Background: an optimization exercise with open tools, aiming at small area, a short achievable clock period and few clock cycles. Do not read the settings as production practice.
The RTL was checked by simulation tests, not by an equivalence proof against the original design.
Power is estimated from default activity; no workload was simulated.

===== flow/design.v =====
module saes_core (
    input  wire        clk,
    input  wire        rst,
    input  wire        bus_valid,
    input  wire        bus_write,
    input  wire [3:0]  bus_addr,
    input  wire [15:0] bus_wdata,
    output wire        bus_ready,
    output reg  [15:0] bus_rdata
);
    localparam [3:0] A_CMD    = 4'd0,
                     A_STATUS = 4'd1,
                     A_DIN    = 4'd2,
                     A_DOUT   = 4'd3,
                     A_KEY1   = 4'd4,
                     A_KEY2   = 4'd5,
                     A_KEY3   = 4'd6,
                     A_KEYLEN = 4'd7,
                     A_IV     = 4'd8,
                     A_CHAIN  = 4'd9,
                     A_PBUF   = 4'd10;
    localparam [4:0] OP_NOP     = 5'h00,
                     OP_GFMUL   = 5'h01,
                     OP_SUBNIB  = 5'h02,
                     OP_SUBBYTE = 5'h03,
                     OP_ROTNIB  = 5'h04,
                     OP_SUBNIBS = 5'h05,
                     OP_SHIFT   = 5'h06,
                     OP_MIXCOL  = 5'h07,
                     OP_ADDKEY  = 5'h08,
                     OP_KEYEXP  = 5'h09,
                     OP_ENC     = 5'h0A,
                     OP_DEC     = 5'h0B,
                     OP_DENC    = 5'h10,
                     OP_DDEC    = 5'h11,
                     OP_EDEENC  = 5'h12,
                     OP_EDEDEC  = 5'h13,
                     OP_EEEENC  = 5'h14,
                     OP_EEEDEC  = 5'h15,
                     OP_CBCEI   = 5'h18,
                     OP_CBCEB   = 5'h19,
                     OP_CBCEK   = 5'h1A,
                     OP_CBCEF   = 5'h1B,
                     OP_CBCDI   = 5'h1C,
                     OP_CBCDB   = 5'h1D,
                     OP_CBCDL   = 5'h1E;
    localparam [2:0] E_OK      = 3'd0,
                     E_KEYLEN  = 3'd1,
                     E_PADDING = 3'd2,
                     E_SEQ     = 3'd3,
                     E_ILLEGAL = 3'd4;
    localparam [1:0] M_IDLE = 2'd0,
                     M_ENC  = 2'd1,
                     M_DEC  = 2'd2;
    localparam [1:0] K_1 = 2'd0,
                     K_2 = 2'd1,
                     K_3 = 2'd2,
                     K_CBC = 2'd3;
    function [3:0] gf_mul;
        input [3:0] a;
        input [3:0] b;
        reg   [3:0] p;
        reg   [4:0] aa;
        integer i;
        begin
            p  = 4'd0;
            aa = {1'b0, a};
            for (i = 0; i < 4; i = i + 1) begin
                if (b[i]) p = p ^ aa[3:0];
                aa = {aa[3:0], 1'b0};
                if (aa[4]) aa = aa ^ 5'b10011;
            end
            gf_mul = p;
        end
    endfunction
    function [3:0] gfm;
        input [3:0] a;
        input [3:0] b;
        reg [3:0] a1, a2, a3;
        begin
            a1 = {a[2], a[1], a[0] ^ a[3], a[3]};
            a2 = {a1[2], a1[1], a1[0] ^ a1[3], a1[3]};
            a3 = {a2[2], a2[1], a2[0] ^ a2[3], a2[3]};
            gfm = ({4{b[0]}} & a) ^ ({4{b[1]}} & a1) ^ ({4{b[2]}} & a2) ^ ({4{b[3]}} & a3);
        end
    endfunction
    function [3:0] sbox; input [3:0] n; begin
        case (n[3:1]) 3'd0: sbox[0] = ~n[0]; 3'd1: sbox[0] = n[0]; 3'd2: sbox[0] = 1'b1; 3'd3: sbox[0] = n[0]; 3'd4: sbox[0] = 1'b0; 3'd5: sbox[0] = n[0]; 3'd6: sbox[0] = 1'b0; 3'd7: sbox[0] = 1'b1; endcase
        case (n[3:1]) 3'd0: sbox[1] = 1'b0; 3'd1: sbox[1] = 1'b1; 3'd2: sbox[1] = 1'b0; 3'd3: sbox[1] = 1'b0; 3'd4: sbox[1] = 1'b1; 3'd5: sbox[1] = n[0]; 3'd6: sbox[1] = n[0]; 3'd7: sbox[1] = 1'b1; endcase
        case (n[3:1]) 3'd0: sbox[2] = n[0]; 3'd1: sbox[2] = 1'b0; 3'd2: sbox[2] = ~n[0]; 3'd3: sbox[2] = n[0]; 3'd4: sbox[2] = ~n[0]; 3'd5: sbox[2] = 1'b0; 3'd6: sbox[2] = 1'b1; 3'd7: sbox[2] = 1'b1; endcase
        case (n[3:1]) 3'd0: sbox[3] = ~n[0]; 3'd1: sbox[3] = 1'b1; 3'd2: sbox[3] = ~n[0]; 3'd3: sbox[3] = ~n[0]; 3'd4: sbox[3] = 1'b0; 3'd5: sbox[3] = 1'b0; 3'd6: sbox[3] = 1'b1; 3'd7: sbox[3] = ~n[0]; endcase
    end endfunction
    function [3:0] sbox_inv; input [3:0] n; begin
        case (n[3:1]) 3'd0: sbox_inv[0] = n[0]; 3'd1: sbox_inv[0] = 1'b1; 3'd2: sbox_inv[0] = 1'b1; 3'd3: sbox_inv[0] = n[0]; 3'd4: sbox_inv[0] = 1'b0; 3'd5: sbox_inv[0] = n[0]; 3'd6: sbox_inv[0] = 1'b0; 3'd7: sbox_inv[0] = ~n[0]; endcase
        case (n[3:1]) 3'd0: sbox_inv[1] = ~n[0]; 3'd1: sbox_inv[1] = n[0]; 3'd2: sbox_inv[1] = n[0]; 3'd3: sbox_inv[1] = n[0]; 3'd4: sbox_inv[1] = ~n[0]; 3'd5: sbox_inv[1] = 1'b1; 3'd6: sbox_inv[1] = 1'b0; 3'd7: sbox_inv[1] = n[0]; endcase
        case (n[3:1]) 3'd0: sbox_inv[2] = n[0]; 3'd1: sbox_inv[2] = 1'b0; 3'd2: sbox_inv[2] = n[0]; 3'd3: sbox_inv[2] = n[0]; 3'd4: sbox_inv[2] = ~n[0]; 3'd5: sbox_inv[2] = 1'b0; 3'd6: sbox_inv[2] = 1'b1; 3'd7: sbox_inv[2] = 1'b1; endcase
        case (n[3:1]) 3'd0: sbox_inv[3] = ~n[0]; 3'd1: sbox_inv[3] = 1'b1; 3'd2: sbox_inv[3] = 1'b0; 3'd3: sbox_inv[3] = 1'b1; 3'd4: sbox_inv[3] = 1'b0; 3'd5: sbox_inv[3] = 1'b0; 3'd6: sbox_inv[3] = ~n[0]; 3'd7: sbox_inv[3] = 1'b1; endcase
    end endfunction
    function [15:0] sub_nibs;
        input [15:0] s;
        begin
            sub_nibs = {sbox(s[15:12]), sbox(s[11:8]), sbox(s[7:4]), sbox(s[3:0])};
        end
    endfunction
    function [15:0] sub_nibs_inv;
        input [15:0] s;
        begin
            sub_nibs_inv = {sbox_inv(s[15:12]), sbox_inv(s[11:8]),
                            sbox_inv(s[7:4]), sbox_inv(s[3:0])};
        end
    endfunction
    function [15:0] shift_rows;
        input [15:0] s;
        begin
            shift_rows = {s[15:8], s[3:0], s[7:4]};
        end
    endfunction
    function [15:0] mix_cols;
        input [15:0] s;
        begin
            mix_cols = {s[15:12] ^ gf_mul(4'h4, s[7:4]),
                        s[11:8]  ^ gf_mul(4'h4, s[3:0]),
                        gf_mul(4'h4, s[15:12]) ^ s[7:4],
                        gf_mul(4'h4, s[11:8])  ^ s[3:0]};
        end
    endfunction
    function [15:0] mix_cols_inv;
        input [15:0] s;
        begin
            mix_cols_inv = {gf_mul(4'h9, s[15:12]) ^ gf_mul(4'h2, s[7:4]),
                            gf_mul(4'h9, s[11:8])  ^ gf_mul(4'h2, s[3:0]),
                            gf_mul(4'h2, s[15:12]) ^ gf_mul(4'h9, s[7:4]),
                            gf_mul(4'h2, s[11:8])  ^ gf_mul(4'h9, s[3:0])};
        end
    endfunction
    reg [15:0] cmd_q;
    reg [15:0] din_q;
    reg [15:0] dout_q;      
    reg [15:0] key1_q, key2_q, key3_q;
    reg [2:0]  keylen_q;
    reg [15:0] iv_q;
    reg [15:0] chain_q;
    reg [7:0]  pbuf_q;
    reg [15:0] cbckey_q;
    reg [2:0]  err_q;
    reg [1:0]  outn_q;
    reg [1:0]  mode_q;
    reg        pbv_q;
    reg        busy_q;      
    reg        ph_q;        
    reg [1:0]  pass_q;      
    reg        fin_q;       
    reg [2:0]  ks_q;        
    reg [15:0] rk2_q;
    reg        kv_q;        
    wire [15:0] status_w = {8'h00, pbv_q, mode_q, outn_q, err_q};
    wire        idle_m   = (mode_q == M_IDLE);
    wire is_cmd_wr = bus_valid & bus_write & (bus_addr == A_CMD);
    wire reg_wr    = bus_valid & bus_write & (bus_addr != A_CMD);
    wire [15:0] wd_r = rst ? 16'h0000 : bus_wdata;
    wire [4:0] wop = bus_wdata[4:0];
    wire fast_w = (wop[4] & wop[3] & ~(wop[1] & wop[0]) & (kv_q | ~wop[2] | ~(wop[1] | wop[0]))) |
                  (~wop[4] & wop[3] & ~wop[2] & wop[1] & idle_m & (kv_q | ~wop[0]));
    wire slow_w = ~fast_w;
    wire [15:0] cw  = bus_wdata;
    wire [4:0]  op  = cw[4:0];
    wire        inv = cw[5];
    wire [1:0]  idx = cw[7:6];
    reg op_known;
    always @(*) begin
        case (op)
            OP_NOP, OP_GFMUL, OP_SUBNIB, OP_SUBBYTE, OP_ROTNIB, OP_SUBNIBS,
            OP_SHIFT, OP_MIXCOL, OP_ADDKEY, OP_KEYEXP, OP_ENC, OP_DEC,
            OP_DENC, OP_DDEC, OP_EDEENC, OP_EDEDEC, OP_EEEENC, OP_EEEDEC,
            OP_CBCEI, OP_CBCEB, OP_CBCEK, OP_CBCEF, OP_CBCDI, OP_CBCDB,
            OP_CBCDL: op_known = 1'b1;
            default:  op_known = 1'b0;
        endcase
    end
    wire inv_ok = !inv || (op == OP_SUBNIB) || (op == OP_SUBBYTE) ||
                  (op == OP_SUBNIBS) || (op == OP_MIXCOL);
    wire idx_ok = (idx == 2'd0) || ((op == OP_KEYEXP) && (idx != 2'd3));
    wire legal  = (cw[15:8] == 8'h00) && op_known && inv_ok && idx_ok;
    reg [1:0] keys_needed;
    always @(*) begin
        case (op)
            OP_ADDKEY, OP_KEYEXP, OP_ENC, OP_DEC,
            OP_CBCEI, OP_CBCDI:                  keys_needed = 2'd1;
            OP_DENC, OP_DDEC, OP_EDEENC, OP_EDEDEC: keys_needed = 2'd2;
            OP_EEEENC, OP_EEEDEC:                keys_needed = 2'd3;
            default:                             keys_needed = 2'd0;
        endcase
    end
    wire key_err = (keys_needed != 2'd0) && (keylen_q != {1'b0, keys_needed});
    reg seq_err;
    always @(*) begin
        case (op)
            OP_CBCEB, OP_CBCEF: seq_err = (mode_q != M_ENC);
            OP_CBCEK:           seq_err = (mode_q != M_ENC) || pbv_q;
            OP_CBCDB, OP_CBCDL: seq_err = (mode_q != M_DEC);
            default:            seq_err = 1'b0;
        endcase
    end
    wire cmd_ok = legal && !seq_err && !key_err;
    reg [1:0] last_pass;
    reg       pass_dec;     
    always @(*) begin
        last_pass = 2'd0;
        pass_dec  = 1'b0;
        case (op)
            OP_DEC:    pass_dec = 1'b1;
            OP_MIXCOL: last_pass = 2'd1;
            OP_DENC:   last_pass = 2'd1;
            OP_DDEC: begin
                last_pass = 2'd1;
                pass_dec  = 1'b1;
            end
            OP_EDEENC: begin
                last_pass = 2'd2;
                pass_dec  = (pass_q == 2'd1);
            end
            OP_EDEDEC: begin
                last_pass = 2'd2;
                pass_dec  = (pass_q != 2'd1);
            end
            OP_EEEENC: last_pass = 2'd2;
            OP_EEEDEC: begin
                last_pass = 2'd2;
                pass_dec  = 1'b1;
            end
            OP_CBCDB, OP_CBCDL: pass_dec = 1'b1;
            default: ;
        endcase
    end
    localparam [2:0] PK_1 = 3'd0, PK_2 = 3'd1, PK_3 = 3'd2, PK_CBC = 3'd3,
                     PK_Z = 3'd4, PK_C1 = 3'd5, PK_C2 = 3'd6;
    function [2:0] pass_key;
        input [4:0] o;
        input       iv;
        input [1:0] p;
        begin
            case (o)
                OP_DENC:   pass_key = (p == 2'd0) ? PK_1 : PK_2;
                OP_DDEC:   pass_key = (p == 2'd0) ? PK_2 : PK_1;
                OP_EDEENC,
                OP_EDEDEC: pass_key = (p == 2'd1) ? PK_2 : PK_1;
                OP_EEEENC: pass_key = (p == 2'd0) ? PK_1 : (p == 2'd1) ? PK_2 : PK_3;
                OP_EEEDEC: pass_key = (p == 2'd0) ? PK_3 : (p == 2'd1) ? PK_2 : PK_1;
                OP_CBCEB, OP_CBCEK, OP_CBCEF, OP_CBCDB, OP_CBCDL:
                           pass_key = PK_CBC;
                OP_SUBNIB, OP_SUBBYTE, OP_SUBNIBS:
                           pass_key = iv ? PK_C1 : PK_Z;
                OP_MIXCOL: pass_key = iv ? ((p == 2'd0) ? PK_C2 : PK_C1)
                                         : ((p == 2'd0) ? PK_C1 : PK_Z);
                default:   pass_key = PK_1;
            endcase
        end
    endfunction
    function dec_of;
        input [4:0] o;
        input       iv;
        input [1:0] p;
        begin
            case (o)
                OP_DEC, OP_CBCDB, OP_CBCDL,
                OP_DDEC, OP_EEEDEC:   dec_of = 1'b1;
                OP_EDEENC:            dec_of = (p == 2'd1);
                OP_EDEDEC:            dec_of = (p != 2'd1);
                OP_SUBNIB, OP_SUBBYTE,
                OP_SUBNIBS:           dec_of = iv;
                OP_MIXCOL:            dec_of = iv ? (p == 2'd1) : (p == 2'd0);
                default:              dec_of = 1'b0;
            endcase
        end
    endfunction
    wire [4:0] cop  = cmd_q[4:0];
    wire       cinv = cmd_q[5];
    wire [2:0] spec_ks = idle_m ? PK_1 : PK_CBC;
    reg [15:0] key_sel;
    always @(*) begin
        case (busy_q ? ks_q : spec_ks)
            PK_1:    key_sel = key1_q;
            PK_2:    key_sel = key2_q;
            PK_3:    key_sel = key3_q;
            PK_CBC:  key_sel = cbckey_q;
            PK_C1:   key_sel = 16'h09A9;
            PK_C2:   key_sel = 16'hA900;
            default: key_sel = 16'h0000;
        endcase
    end
    wire [7:0]  kw1 = key_sel[7:0];
    wire [7:0]  kw2 = key_sel[15:8] ^ 8'h80 ^ {sbox(kw1[3:0]), sbox(kw1[7:4])};
    wire [7:0]  kw3 = kw2 ^ kw1;
    wire [7:0]  kw4 = kw2 ^ 8'h30 ^ {sbox(kw3[3:0]), sbox(kw3[7:4])};
    wire [7:0]  kw5 = kw4 ^ kw3;
    wire [15:0] rk0 = key_sel;
    wire [15:0] rk1 = {kw2, kw3};
    wire [15:0] rk2 = {kw4, kw5};
    wire        ef      = busy_q && (cop == OP_CBCEF);
    wire        cbc_run = (cop == OP_CBCEB) || (cop == OP_CBCEK) || (cop == OP_CBCEF);
    wire [7:0]  cbc_lo  = ef ? 8'h01 : din_q[7:0];
    wire [15:0] cbc_blk = pbv_q ? {pbuf_q, cbc_lo} : (ef ? 16'h0202 : din_q);
    wire [15:0] cbc_in  = cbc_blk ^ chain_q;
    wire [15:0] e_in  = busy_q ? (cbc_run ? cbc_in : dout_q)
                               : ((mode_q == M_ENC) ? cbc_in : din_q);
    wire [15:0] e_a   = e_in ^ rk0;
    wire [15:0] e_t   = shift_rows(sub_nibs(e_a));
    wire [15:0] e_m   = mix_cols(e_t);
    wire [15:0] e_out = shift_rows(sub_nibs(e_m ^ rk1)) ^ rk2;
    wire [15:0] d_in  = busy_q ? dout_q : din_q;
    wire [15:0] d_s   = sub_nibs_inv(shift_rows(d_in ^ rk2_q));
    wire [15:0] d_m   = mix_cols_inv(d_s ^ rk1);
    wire [15:0] d_out = sub_nibs_inv(shift_rows(d_m)) ^ rk0;
    wire [15:0] pass_res  = pass_dec ? d_out : e_out;
    wire [15:0] cbc_plain = d_out ^ chain_q;
    wire first_done = idle_m &&
                      ((op == OP_DENC) || (op == OP_EDEENC) || (op == OP_EEEENC) ||
                       ((op == OP_EDEDEC) && kv_q));
    wire [1:0] p_first  = first_done ? 2'd1 : 2'd0;
    wire [2:0] ks_first = pass_key(op, inv, p_first);
    wire       skip_ld  = !dec_of(op, inv, p_first) || (ks_first == spec_ks);
    wire       nx_dec   = dec_of(cop, cinv, pass_q + 2'd1);
    wire keeps_dout = (op == OP_NOP) || (op == OP_CBCEI) || (op == OP_CBCDI) ||
                      (op == OP_CBCEB && !pbv_q);
    wire finish     = busy_q && fin_q;
    wire pad_one    = (cbc_plain[7:0] == 8'h01);
    wire pad_two    = (cbc_plain == 16'h0202);
    wire start      = is_cmd_wr && !busy_q;
    wire start_slow = start && slow_w;
    wire act        = is_cmd_wr && (busy_q ? fin_q : fast_w);
    assign bus_ready = !is_cmd_wr || (busy_q ? fin_q : fast_w);
    always @(*) begin
        case (bus_addr)
            A_CMD:    bus_rdata = cmd_q;
            A_STATUS: bus_rdata = status_w;
            A_DIN:    bus_rdata = din_q;
            A_DOUT:   bus_rdata = dout_q;
            A_KEY1:   bus_rdata = key1_q;
            A_KEY2:   bus_rdata = key2_q;
            A_KEY3:   bus_rdata = key3_q;
            A_KEYLEN: bus_rdata = {13'h0000, keylen_q};
            A_IV:     bus_rdata = iv_q;
            A_CHAIN:  bus_rdata = chain_q;
            A_PBUF:   bus_rdata = {8'h00, pbuf_q};
            default:  bus_rdata = 16'h0000;
        endcase
    end
    always @(posedge clk) begin
        if (rst || (reg_wr && bus_addr == A_DIN))    din_q    <= wd_r;
        if (rst || (reg_wr && bus_addr == A_KEY1))   key1_q   <= wd_r;
        if (rst || (reg_wr && bus_addr == A_KEY2))   key2_q   <= wd_r;
        if (rst || (reg_wr && bus_addr == A_KEY3))   key3_q   <= wd_r;
        if (rst || (reg_wr && bus_addr == A_KEYLEN)) keylen_q <= wd_r[2:0];
        if (rst || (reg_wr && bus_addr == A_IV))     iv_q     <= wd_r;
        if (rst || start)                            cmd_q    <= wd_r;
    end
    wire m_start  = !busy_q && slow_w;
    wire m_mid    = busy_q && !fin_q;
    wire m_act    = !m_start && !m_mid;
    wire dout_we  = is_cmd_wr && ((cmd_ok && !keeps_dout && !m_mid) || (m_mid && ph_q));
    wire is_cipher = (op == OP_ENC) || (op == OP_DEC) || (op == OP_DENC) ||
                     (op == OP_DDEC) || (op == OP_EDEENC) || (op == OP_EDEDEC) ||
                     (op == OP_EEEENC) || (op == OP_EEEDEC);
    wire is_cbce  = (op == OP_CBCEB) || (op == OP_CBCEK) || (op == OP_CBCEF);
    wire is_sub   = (op == OP_SUBNIB) || (op == OP_SUBBYTE) || (op == OP_SUBNIBS);
    wire is_mix   = (op == OP_MIXCOL);
    wire [15:0] sub_mask = (op == OP_SUBNIB) ? 16'h000F : (op == OP_SUBBYTE) ? 16'h00FF : 16'hFFFF;
    wire s_pass  = (m_start && first_done) || (m_mid && !is_mix) || (m_act && is_cipher);
    wire s_eout  = (s_pass && !pass_dec) || (m_act && is_cbce);
    wire s_dout  = s_pass && pass_dec;
    wire s_plain = m_act && (op == OP_CBCDB);
    wire s_plhi  = m_act && (op == OP_CBCDL) && pad_one;
    wire s_din   = m_start && !first_done && !((is_sub || is_mix) && !inv) && (op != OP_KEYEXP);
    wire s_srdin = (m_start && (is_sub || is_mix) && !inv) || (m_act && ((op == OP_SHIFT) || (op == OP_ROTNIB)));
    wire [15:0] sr_mask = (op == OP_ROTNIB) ? 16'h00FF : 16'hFFFF;
    wire s_et    = (m_mid && is_mix && inv) || (m_act && is_sub && !inv);
    wire s_srds  = (m_mid && is_mix && !inv) || (m_act && is_sub && inv);
    wire s_em    = m_act && is_mix && !inv;
    wire s_dm    = m_act && is_mix && inv;
    wire s_ea    = m_act && ((op == OP_ADDKEY) || ((op == OP_KEYEXP) && (idx == 2'd0)));
    wire s_rk1   = m_act && (op == OP_KEYEXP) && (idx == 2'd1);
    wire s_rk2   = m_act && (op == OP_KEYEXP) && (idx == 2'd2);
    wire s_gf    = m_act && (op == OP_GFMUL);
    wire [15:0] dout_nx =
        ({16{s_eout}}  & e_out) |
        ({16{s_dout}}  & d_out) |
        ({16{s_plain}} & cbc_plain) |
        ({16{s_plhi}}  & {cbc_plain[15:8], 8'h00}) |
        ({16{s_din}}   & din_q) |
        ({16{s_srdin}} & shift_rows(din_q) & sr_mask) |
        ({16{s_et}}    & e_t & sub_mask) |
        ({16{s_srds}}  & shift_rows(d_s) & sub_mask) |
        ({16{s_em}}    & e_m) |
        ({16{s_dm}}    & d_m) |
        ({16{s_ea}}    & e_a) |
        ({16{s_rk1}}   & rk1) |
        ({16{s_rk2}}   & rk2) |
        ({16{s_gf}}    & {12'h000, gfm(din_q[7:4], din_q[3:0])});
    always @(posedge clk) begin
        if (rst || dout_we)
            dout_q <= rst ? 16'h0000 : dout_nx;
    end
    always @(posedge clk) begin
        rk2_q <= {kw4, kw5};
        kv_q  <= !(rst || busy_q || (reg_wr && bus_addr == A_KEY1) ||
                   (is_cmd_wr && ((wop == OP_CBCEI) || (wop == OP_CBCDI) ||
                                  (wop == OP_CBCDL))));
    end
    always @(posedge clk) begin
        if (rst) begin
            chain_q  <= 16'h0000;
            pbuf_q   <= 8'h00;
            cbckey_q <= 16'h0000;
            err_q    <= E_OK;
            outn_q   <= 2'd0;
            mode_q   <= M_IDLE;
            pbv_q    <= 1'b0;
            busy_q   <= 1'b0;
            ph_q     <= 1'b0;
            pass_q   <= 2'd0;
            fin_q    <= 1'b0;
            ks_q     <= PK_1;
        end else begin
            if (start_slow) begin
                busy_q <= 1'b1;
                ks_q   <= ks_first;
                ph_q   <= skip_ld;
                fin_q  <= !cmd_ok || (skip_ld && (last_pass == p_first));
                if (cmd_ok)
                    pass_q <= p_first;
            end else if (busy_q && !finish) begin
                if (!ph_q) begin
                    ph_q  <= 1'b1;
                    fin_q <= (pass_q == last_pass);
                end else begin
                    pass_q <= pass_q + 2'd1;
                    ks_q   <= pass_key(cop, cinv, pass_q + 2'd1);
                    ph_q   <= !nx_dec;
                    fin_q  <= !nx_dec && (pass_q + 2'd1 == last_pass);
                end
            end
            if (act) begin
                busy_q <= 1'b0;
                pass_q <= 2'd0;
                fin_q  <= 1'b0;
                if (!legal) begin
                    err_q  <= E_ILLEGAL;
                    outn_q <= 2'd0;
                end else if (seq_err) begin
                    err_q  <= E_SEQ;
                    outn_q <= 2'd0;
                end else if (key_err) begin
                    err_q  <= E_KEYLEN;
                    outn_q <= 2'd0;
                end else begin
                    err_q <= E_OK;
                    case (op)
                        OP_NOP: ;
                        OP_CBCEI, OP_CBCDI: begin
                            cbckey_q <= key1_q;
                            chain_q  <= iv_q;
                            pbv_q    <= 1'b0;
                            pbuf_q   <= 8'h00;
                            mode_q   <= (op == OP_CBCEI) ? M_ENC : M_DEC;
                            outn_q   <= 2'd0;
                        end
                        OP_CBCEB, OP_CBCEK, OP_CBCEF: begin
                            if (op == OP_CBCEB && !pbv_q) begin    
                                pbuf_q <= din_q[7:0];
                                pbv_q  <= 1'b1;
                                outn_q <= 2'd0;
                            end else begin
                                chain_q <= e_out;
                                outn_q  <= 2'd2;
                                pbv_q   <= 1'b0;
                                pbuf_q  <= 8'h00;
                                if (op == OP_CBCEF)
                                    mode_q <= M_IDLE;
                            end
                        end
                        OP_CBCDB: begin
                            chain_q <= din_q;
                            outn_q  <= 2'd2;
                        end
                        OP_CBCDL: begin
                            chain_q <= din_q;
                            mode_q  <= M_IDLE;
                            outn_q  <= pad_one ? 2'd1 : 2'd0;
                            if (!pad_one && !pad_two)
                                err_q <= E_PADDING;
                        end
                        default: outn_q <= 2'd2;
                    endcase
                end
            end
        end
    end
endmodule

===== flow/flow/run.sh =====
#!/bin/bash
# Layout: the standard flow (standard synthesis, floorplan, placement,
# CTS, routing) with these changes to how the layout is made:
#  - every port is still buffered, with buf_4 cells instead of the slow
#    delay-cell buffers buffer_ports picks by default;
#  - the clock tree is built from clkbuf_8 cells in larger sink clusters
#    and without dummy loads (the tree stays balanced by CTS as usual).
# The SDC (clock period, I/O delays, loads) is unchanged. The make/ORFS
# output goes to flow_make.log here; ORFS keeps each tool's own log under
# orfs/logs/.
set -euo pipefail
MARGIN=${MARGIN:-5.9}
bash standard.sh \
    "SETUP_SLACK_MARGIN=${MARGIN}" \
    "BUFFER_PORTS_ARGS=-buffer_cell sky130_fd_sc_hd__buf_4" \
    "CTS_ARGS=-sink_clustering_enable -repair_clock_nets -dont_use_dummy_load -buf_list sky130_fd_sc_hd__clkbuf_8 -sink_clustering_size 20" \
    finish > flow_make.log 2>&1

===== flow/constraint.sdc =====
create_clock -name core_clock -period 12.0 [get_ports {clk}]
set_input_delay 2.4000 -clock core_clock [delete_from_list [all_inputs] [get_ports {clk}]]
set_output_delay 2.4000 -clock core_clock [all_outputs]
set_load 0.01 [all_outputs]

===== flow/config.mk =====
export PLATFORM = sky130hd
export DESIGN_NAME = saes_core
export DESIGN_NICKNAME = saes_core
export VERILOG_FILES = /design/flow/design.v
export SDC_FILE = /design/flow/constraint.sdc
export NUM_CORES = 4
export LEC_CHECK = 0
export CAP_MARGIN = 20
export CORE_MARGIN = 2
export CORE_UTILIZATION = 40
export SLEW_MARGIN = 20

===== flow/standard.sh =====
#!/bin/bash
# synth_recipe.tcl (not shown) runs the flow's synth.tcl, then flattens the netlist and writes it again
# the make line also repeats each setting of config.mk as NAME=value (left out here)
make -C /OpenROAD-flow-scripts/flow DESIGN_CONFIG=/design/flow/config.mk WORK_HOME=/design/flow/orfs CLKGATE_MAP_FILE= SYNTH_SCRIPT=/design/flow/synth_recipe.tcl "${@:-finish}"

==> run notes <==
-- routing by layer --
| metal | vias up | routed length [um] | global-route usage, % | part of all wire [%] |
|---|---|---|---|---|
| met1 | 8621 | 31450 | 44.96 | 41 |
| met5 | - | 8 | 0 | 0.011 |
| met2 | 1107 | 32060 | 48.65 | 42 |
| met4 | 2 | 4221 | 15.99 | 5.5 |
| met3 | 217 | 8393 | 8.942 | 11 |
| li1 | 7758 | - | - | - |
-- registers in the layout (all words and copies together), names as in the netlist, 8 cells and up --
name / cells
cbckey_q: 16
chain_q: 16
cmd_q: 16
din_q: 16
dout_q: 16
iv_q: 16
key1_q: 16
key2_q: 16
key3_q: 16
pbuf_q: 8
rk2_q: 16
-- tightest hold or removal path, stage by stage, from the launching register on --
cell,delay [ns]
dfxtp_1,0.34
mux2i_1,0.07
nor2_1,0.08
-- synthesized netlist by cell type (25+ instances only) --
| library cell | instances | area (um2) |
|---|---|---|
| nor2_1 | 155 | 581.8 |
| xnor2_1 | 153 | 1340 |
| a21oi_1 | 139 | 695.7 |
| nand2_1 | 135 | 506.7 |
| edfxtp_1 | 115 | 3453 |
| o21ai_0 | 100 | 500.5 |
| clkbuf_1 | 82 | 307.8 |
| dfxtp_1 | 73 | 1461 |
| a22oi_1 | 61 | 457.9 |
| a221oi_1 | 53 | 464.2 |
| nor3_1 | 51 | 255.2 |
| nand3_1 | 50 | 250.2 |
| xor2_1 | 46 | 402.9 |
| mux2i_1 | 42 | 420.4 |
| o211ai_1 | 38 | 285.3 |
| a211oi_1 | 36 | 270.3 |
| xnor3_1 | 32 | 720.7 |
| inv_1 | 29 | 108.9 |
| nor2b_1 | 28 | 175.2 |
| o22ai_1 | 28 | 175.2 |
| a22o_1 | 25 | 219.0 |
| a31oi_1 | 25 | 156.4 |
-- how the worst max path moves through the flow --
stage               depth (start not counted)  slack, ns            to         start
floorplan                                   4       5.87     bus_ready   bus_addr[1]
global placement                            7       5.18  bus_rdata[5]   bus_addr[2]
detailed placement                         11       5.08     pbuf_q[5]  bus_wdata[1]
CTS                                         9       5.85  bus_rdata[5]   bus_addr[3]
global route                                9       5.83  bus_rdata[5]   bus_addr[3]
finish                                      9       5.81  bus_rdata[5]   bus_addr[3]
-- stage by stage --
stage	hold slack [ns]	area [um2]	setup WS (ns)
final	0.5106	19660	5.809
after floorplan	0.4316	17480	5.875
after detailed placement	0.4893	18320	5.083
after global placement	0.4735	18310	5.183
after global routing	0.5311	19660	5.826
after CTS	0.5107	19070	5.851
-- power breakdown --
part / total (W) / internal [W] / switching (W)
Clock: 0.000355 / 0.000125 / 0.000230
Combinational: 0.00502 / 0.00187 / 0.00315
Sequential: 0.000840 / 0.000765 / 0.0000743
Total: 0.00621 / 0.00276 / 0.00345
-- cells by family after synthesis --
logic type / synth area share [%]
AOI/OAI and AO/OA: 30.94
and+or+nand+nor: 17.27
xor gates and xnor gates: 16.45
DFF: 28.15
buffers and inverters: 4.042
muxes: 2.730
adders and majority gates: 0.4157
-- what timing repair did --
item | CTS | global route
buffers inserted | 19 | 31
pin swaps | 11 | 15
gates resized for setup | 65 | 44
hold buffers | 0 | 0
gates cloned | 0 | 2
endpoints found under the setup margin | 50 | 49
-- layout make-up --
cell class	instances	area (um2)	area share (%)
Tap cell	585	732.0	3.722
Multi-Input combinational cell	1634	12310	62.61
Antenna cell	1	2.502	0.01273
Inverter	31	116.4	0.5918
Clock buffer	17	234.0	1.190
Timing Repair Buffer	143	1350	6.866
Sequential cell	188	4917	25.01
==> summary.txt <==
Final hold viol count: 0
Required @ worst endpoint: 9.60 ns
Clk slew on worst S/H paths: 0.09 ns
Hpwl dp: 57.68 mm
Aggregate routed wire length: 76.13 mm
Total core area: 43,080 um2
Min-delay src: cbckey_q[14]
GRT Residual Overflow: 0
Setup crit start kind: primary input
Syn Std Cell Area: 17,460 um2
Max-slew headroom: 19.31%
CTS Buffer Depth: 2
Crit path cell chain: buf_12, nand2b_4, nor2_2, buf_6, a22o_1, a221oi_2, and3_1, nand2_1, buf_4
Delay-heaviest family, CP: simple AND/OR/NAND/NOR gates
Root Driver: clkbuf_8
Vias in the first global route: 15,840
Post-Synthesis Net Count: 2,016
Filler Cell Count: 4,215
Layout Cells excl Fill: 2,599
Inst Count DP: 2,528
Post-route antenna net violation count: 0
CP max stage cell: nor2_2
Most frequent cells in the layout: nor2_1 (152), xnor2_1 (147), a21oi_1 (138), nand2_1 (135), edfxtp_1 (115)
Final worst path period share: 51.59%
Max-cap violation count: 0
CP Class: in -> out
Largest net degree at the start of global routing: 58
CTS Buf Count: 17
Initial antenna violation count: 2
Final Power: 0.006213 W
Routability cong.: 1.089
DR iter-0 viols: 2,596
Worst R2R Start: cmd_q[4]
Post-synth EDFFs: 115
Arrival time at the worst endpoint: 3.79 ns
Clk latency of the worst-skew pair: 0.57 ns
Min-delay worst type: reg -> reg
CP Capture Type: output port
Mean Syn Cell Area: 8.787 um2
Top fanout value on the critical path: 10
Number of distinct library cells after synthesis: 100
Mapped Cells: 1,987
Synthesis-to-layout area growth: 12.63%
CTS H-tree lvls: 4
Hold endpoint: cbckey_q[14]
TritonCTS clock tree: built
Ports: 41
Peak Freq: 161.5 MHz
Leakage power: 6.851 nW
# rows: 76
P per Cell Area: 316.0 nW/um2
Die area: 45,330 um2
Die X: 212.9 um
Synthesized flop and latch total: 188
Layout cells sized above 1: 15.40%
Via count: 17,710
R2R cell count: 15
Async SR Flop Fraction: 0%
# nets final: 2,044
Sequential area share after synthesis: 28.15%
Vias per cell: 6.812
Fin crit period: 6.191 ns
Worst-margin pin slew: 1.205 ns
Yosys warning count: 1
Outcome: timing/DRC/antenna clean
First-pass GRT wire length: 108.6 mm
Most common cell after layout, fill and taps aside: nor2_1
FF-to-FF End: dout_q[2]
Clk_skew: 0.02480 ns
Final Util: 45.65%
Final setup viols: 0
DR WL/cell: 29.29 um
Worst path max stage delay: 0.24 ns
Hold-critical path depth: 2
Worst VDD drop: 248.0 uV
Synth Flop Type: edfxtp_1
Number of port buffers: 40
Tot GR Track Use: 33.14%
Die H: 212.9 um
Initial Utilization: 40.53%
Buffers plus inverters on the worst setup path: 3
CTS Sinks: 188
Residual DRC: 0
RSZ-0062 raised after global routing: yes
TritonRoute pass-1 iters: 7
R2R setup slack: 5.96 ns
Setup TNS Final: 0 ns
Slew Limit Fails: 0
Testbench counts, summed over its fixed seeds: cycles 20,364.

[what the ideal ports hide]
No port has a modelled driver above. Below, the same layout with a new extraction and two added sets of constraints.
Step 1, drivers: a clkbuf_16 drives clk and a buf_2 each remaining input, both assumed.
Step 2 times the ports against the registers' clock, not the clock port: input delays grow and output delays shrink by t, the midpoint of the rising clock arrivals with the driver on.
a / b / c = ideal / step 1 / step 2; a / b = the first two.
t (ns): 0.607
setup slack, ns: 5.809 / 5.754 / 5.376
hold slack, ns: 0.511 / 0.511 / 0.511
latest minus earliest clock arrival (ns): 0.025 / 0.025
slew at the worst register clock pin (ns): 0.10 / 0.10
After both steps setup and hold are still met in this run. For this run, drivers alone change the setup slack by -0.055 ns; drivers and shift together by -0.433 ns.
